What follows belongs to an exercise in optimizing a design on an open flow for small area; a production flow would make more cautious choices.
In this exercise RTL edits were held to simulation tests only and were not proved equivalent to the original.
Power figures rest on the tool's default switching activity, not on a simulated workload.

build 96:
## gfte
module gfte (
    input  wire        clk,
    input  wire        rst,         
    input  wire        hsel,
    input  wire        hwrite,
    input  wire [17:0] haddr,
    input  wire [2:0]  hsize,
    input  wire [31:0] hwdata,
    output reg  [31:0] hrdata,
    output reg         bus_err,
    output reg         tx_valid,
    output reg  [7:0]  tx_data,
    input  wire        tx_ready,
    input  wire        rx_valid,
    input  wire [7:0]  rx_data,
    input  wire        ch_closed,
    input  wire        ch_err,
    input  wire        tick,
    output reg         irq
);
export LEC_CHECK = 0
export CAP_MARGIN = 20
export CORE_MARGIN = 2
export CORE_UTILIZATION = 50
export PLACE_DENSITY = 0.65
export SLEW_MARGIN = 20
create_clock -name core_clock -period 25.0 [get_ports {clk}]
standard.sh (not shown) runs the stock make flow with config.mk's settings and CLKGATE_MAP_FILE= SYNTH_SCRIPT=/design/flow/synth_recipe.tcl, a recipe that flattens the netlist after the stock synthesis.
==> flow/flow/run.sh <==
#!/bin/bash
# Layout flow: the standard flow (standard.sh) with three changes:
#  - synthesis maps with an area-oriented ABC script (flow/my_synth.tcl, flow/area.abc);
#  - the clock tree uses clkbuf_8 leaf clusters and no dummy loads;
#  - port buffers are buf_1 cells.
set -euo pipefail
W=$PWD
export GFTE_ABC_SCRIPT=$W/flow/area.abc
CTS="-sink_clustering_enable -repair_clock_nets -sink_clustering_size 16 -sink_clustering_max_diameter 60 -buf_list sky130_fd_sc_hd__clkbuf_8 -dont_use_dummy_load"
bash standard.sh SYNTH_SCRIPT=$W/flow/my_synth.tcl "CTS_ARGS=$CTS" "BUFFER_PORTS_ARGS=-buffer_cell sky130_fd_sc_hd__buf_1" finish > $W/flow_make.log 2>&1
==> flow/flow/area.abc <==
strash
&get -n
&deepsyn -T 60
&put
dch -f
amap
==> flow/flow/my_synth.tcl <==
proc synth {args} { yosys synth -nofsm -noshare {*}$args }
proc abc {args} {
  set i [lsearch -exact $args -script]
  if { $i >= 0 } {
    lset args [expr { $i + 1 }] $::env(GFTE_ABC_SCRIPT)
  }
  yosys abc {*}$args
}
source $::env(SCRIPTS_DIR)/synth.tcl
# left out here: clear keep_hierarchy, flatten, clean up, hide names made inside functions, write 1_2_yosys.v
The final layout from build 96, which completed every stage, passed the timing, design-rule and antenna checks at the end of the flow.
Relative to build 96, the following input files were edited for build 51:
- PLACE_DENSITY now 0.6, was 0.65
- CTS_CLUSTER_DIAMETER now 60, previously not set
- CTS_BUF_LIST now sky130_fd_sc_hd__clkbuf_8, previously not set
- CORE_UTILIZATION now 40, was 50
- CTS_CLUSTER_SIZE now 16, previously not set
- ABC_AREA now 1, previously not set
==> flow/run.sh (new file) <==
#!/bin/bash
# synth_recipe.tcl (not shown) runs the flow's synth.tcl, then flattens the netlist and writes it again
# the make line also repeats each setting of config.mk as NAME=value (left out here)
make -C /OpenROAD-flow-scripts/flow DESIGN_CONFIG=/design/flow/config.mk WORK_HOME=/design/flow/orfs CLKGATE_MAP_FILE= SYNTH_SCRIPT=/design/flow/synth_recipe.tcl finish
removed: flow/flow/run.sh
removed: flow/flow/area.abc
removed: flow/flow/my_synth.tcl
removed: flow/standard.sh
Findings:
- | wire length of the first global-routing pass | lower: build 96 |
- The maximum fanout count along the critical path number comes out higher for build 51 vs build 96.
- When build 51 is measured against build 96, its fraction of area in registers turns out 7.7 points lower.
- Going from build 96 to build 51, share of cell area taken by multi-input logic gates grows by 2.9 points.
- Looking at source of the critical timing path, the haddr[5] result is from build 51; the rx_data[1] one comes from build 96.
[inputs] build 32 vs build 51
- a change of PLACE_DENSITY from 0.6 to 0.65
- a deleted CTS_CLUSTER_DIAMETER that had been 60
- a change of CORE_UTILIZATION from 40 to 50
- a deleted ABC_AREA that had been 1
- a deleted CTS_BUF_LIST that had been sky130_fd_sc_hd__clkbuf_8
- a deleted CTS_CLUSTER_SIZE that had been 16
==> flow/flow/run.sh (new file) <==
#!/bin/bash
# Layout flow: the standard flow (standard.sh) with three changes:
#  - synthesis maps with an area-oriented ABC script (flow/my_synth.tcl, flow/area.abc);
#  - the clock tree uses clkbuf_8 leaf clusters and no dummy loads;
#  - port buffers are buf_1 cells.
set -euo pipefail
W=$PWD
export GFTE_ABC_SCRIPT=$W/flow/area.abc
CTS="-sink_clustering_enable -repair_clock_nets -sink_clustering_size 14 -sink_clustering_max_diameter 50 -buf_list sky130_fd_sc_hd__clkbuf_8 -dont_use_dummy_load"
bash standard.sh SYNTH_SCRIPT=$W/flow/my_synth.tcl "CTS_ARGS=$CTS" "BUFFER_PORTS_ARGS=-buffer_cell sky130_fd_sc_hd__buf_1" finish > $W/flow_make.log 2>&1
==> flow/flow/area.abc (new file) <==
strash
&get -n
&deepsyn -T 60
&put
dch -f
amap -F 6 -A 30
==> flow/flow/my_synth.tcl (new file) <==
proc synth {args} { yosys synth -nofsm -noshare {*}$args }
proc abc {args} {
  set i [lsearch -exact $args -script]
  if { $i >= 0 } {
    lset args [expr { $i + 1 }] $::env(GFTE_ABC_SCRIPT)
  }
  yosys abc {*}$args
}
source $::env(SCRIPTS_DIR)/synth.tcl
# left out here: clear keep_hierarchy, flatten, clean up, hide names made inside functions, write 1_2_yosys.v
==> flow/standard.sh (new file) <==
#!/bin/bash
# synth_recipe.tcl (not shown) runs the flow's synth.tcl, then flattens the netlist and writes it again
# the make line also repeats each setting of config.mk as NAME=value (left out here)
make -C /OpenROAD-flow-scripts/flow DESIGN_CONFIG=/design/flow/config.mk WORK_HOME=/design/flow/orfs CLKGATE_MAP_FILE= SYNTH_SCRIPT=/design/flow/synth_recipe.tcl "${@:-finish}"
removed: flow/run.sh
==> results.txt <==
- Build 32 did not stop at any stage, and its layout met the timing, design-rule and antenna checks.
- Build 51 | status: complete | timing, DRC, antenna: pass
- Diff build 51 and build 32: clock-buffer cell count lower in build 32
- Setup slack delta for build 32 relative to build 51: 4.59 ns lower
- Of build 51 and build 32, the run reporting the higher non-clock buffer count was build 51.
- A combinational family with the most area after synthesis of simple AND/OR/NAND/NOR gates is what build 51 shows, while compound AO/OA/AOI/OAI gates belongs to build 32.
- Summary of build 32 over build 51: number of buffers and inverters on the critical path picked up an extra 7, number of placed cells counting well taps lost 31%, proportion of power drawn by the clock network picked up an extra 10 points.
- Between build 51 and build 32, the area growth from synthesis to final layout is lower for build 32.
- Of build 51 and build 32, the run reporting the lower worst slack after detailed placement was build 32.
- Measured against build 32, the overall power after layout of build 51 comes out at 2.0 times the reference value.
Here is what was changed in the inputs of build 6 compared with build 32.
--- a/flow/flow/run.sh
+++ b/flow/flow/run.sh
@@ -7,4 +7,4 @@
 W=$PWD
 export GFTE_ABC_SCRIPT=$W/flow/area.abc
-CTS="-sink_clustering_enable -repair_clock_nets -sink_clustering_size 14 -sink_clustering_max_diameter 50 -buf_list sky130_fd_sc_hd__clkbuf_8 -dont_use_dummy_load"
+CTS="-sink_clustering_enable -repair_clock_nets -sink_clustering_size 28 -sink_clustering_max_diameter 80 -buf_list sky130_fd_sc_hd__clkbuf_16 -dont_use_dummy_load"
 bash standard.sh SYNTH_SCRIPT=$W/flow/my_synth.tcl "CTS_ARGS=$CTS" "BUFFER_PORTS_ARGS=-buffer_cell sky130_fd_sc_hd__buf_1" finish > $W/flow_make.log 2>&1
[summary]
On share of the final layout cell area in sequential cells, build 32 tracks build 6 almost exactly. Of build 32 and build 6, build 6 shows the lower maximum level of the CTS H-tree, with build 32 above it. Amount of wire on met3 after detailed routing in build 6 is 3.5% higher than in build 32. Global-route usage: build 6 higher than build 32. The clock network area share on build 32 is in line with that on build 6. Worst slack at placement, build 32 and build 6: lower on build 32. In the flow results for build 32 and build 6, the peak per-stage delay on the critical path is larger on build 32. The overall power consumption of build 6 exceeds that of build 32 by about 90%. Build 6: number of combinational gates with multiple inputs higher than build 32.

-- separate check: timing with driven ports --
The flow's constraints put no driver on any port. The routed layouts listed below were extracted and timed again, unchanged, in two steps.
Step 1 (the two cells are an assumption about what drives the block):
set clk [get_ports {clk}]
set_driving_cell -lib_cell sky130_fd_sc_hd__clkbuf_16 $clk
set_driving_cell -lib_cell sky130_fd_sc_hd__buf_2 [delete_from_list [all_inputs] $clk]
Step 2 also shifts input and output timing later by t, the mid clock arrival at the registers, as if the neighbouring blocks saw the same clock.
a / b / c = ideal ports / drivers / drivers and shift; a / b = the first two.
run | shift t [ns] | setup WS [ns] | worst setup path after step 2 | slew at the worst register clock pin (ns) | worst slew at a driven data input, ns
build 96 | 0.704 | 5.514 / 5.549 / 4.845 | input to register | 0.11 / 0.11 | 0.04
build 51 | 0.728 | 10.171 / 10.147 / 10.147 | input to output | 0.11 / 0.11 | 0.09
build 32 | 0.670 | 5.580 / 5.612 / 4.942 | input to register | 0.10 / 0.10 | 0.04
build 6 | 0.632 | 6.290 / 6.329 / 5.697 | input to register | 0.11 / 0.11 | 0.04
After both steps setup and hold are still met in every run listed. The setup slack of build 96, which loses most, moves by +0.035 ns with the drivers and by -0.669 ns with both steps.
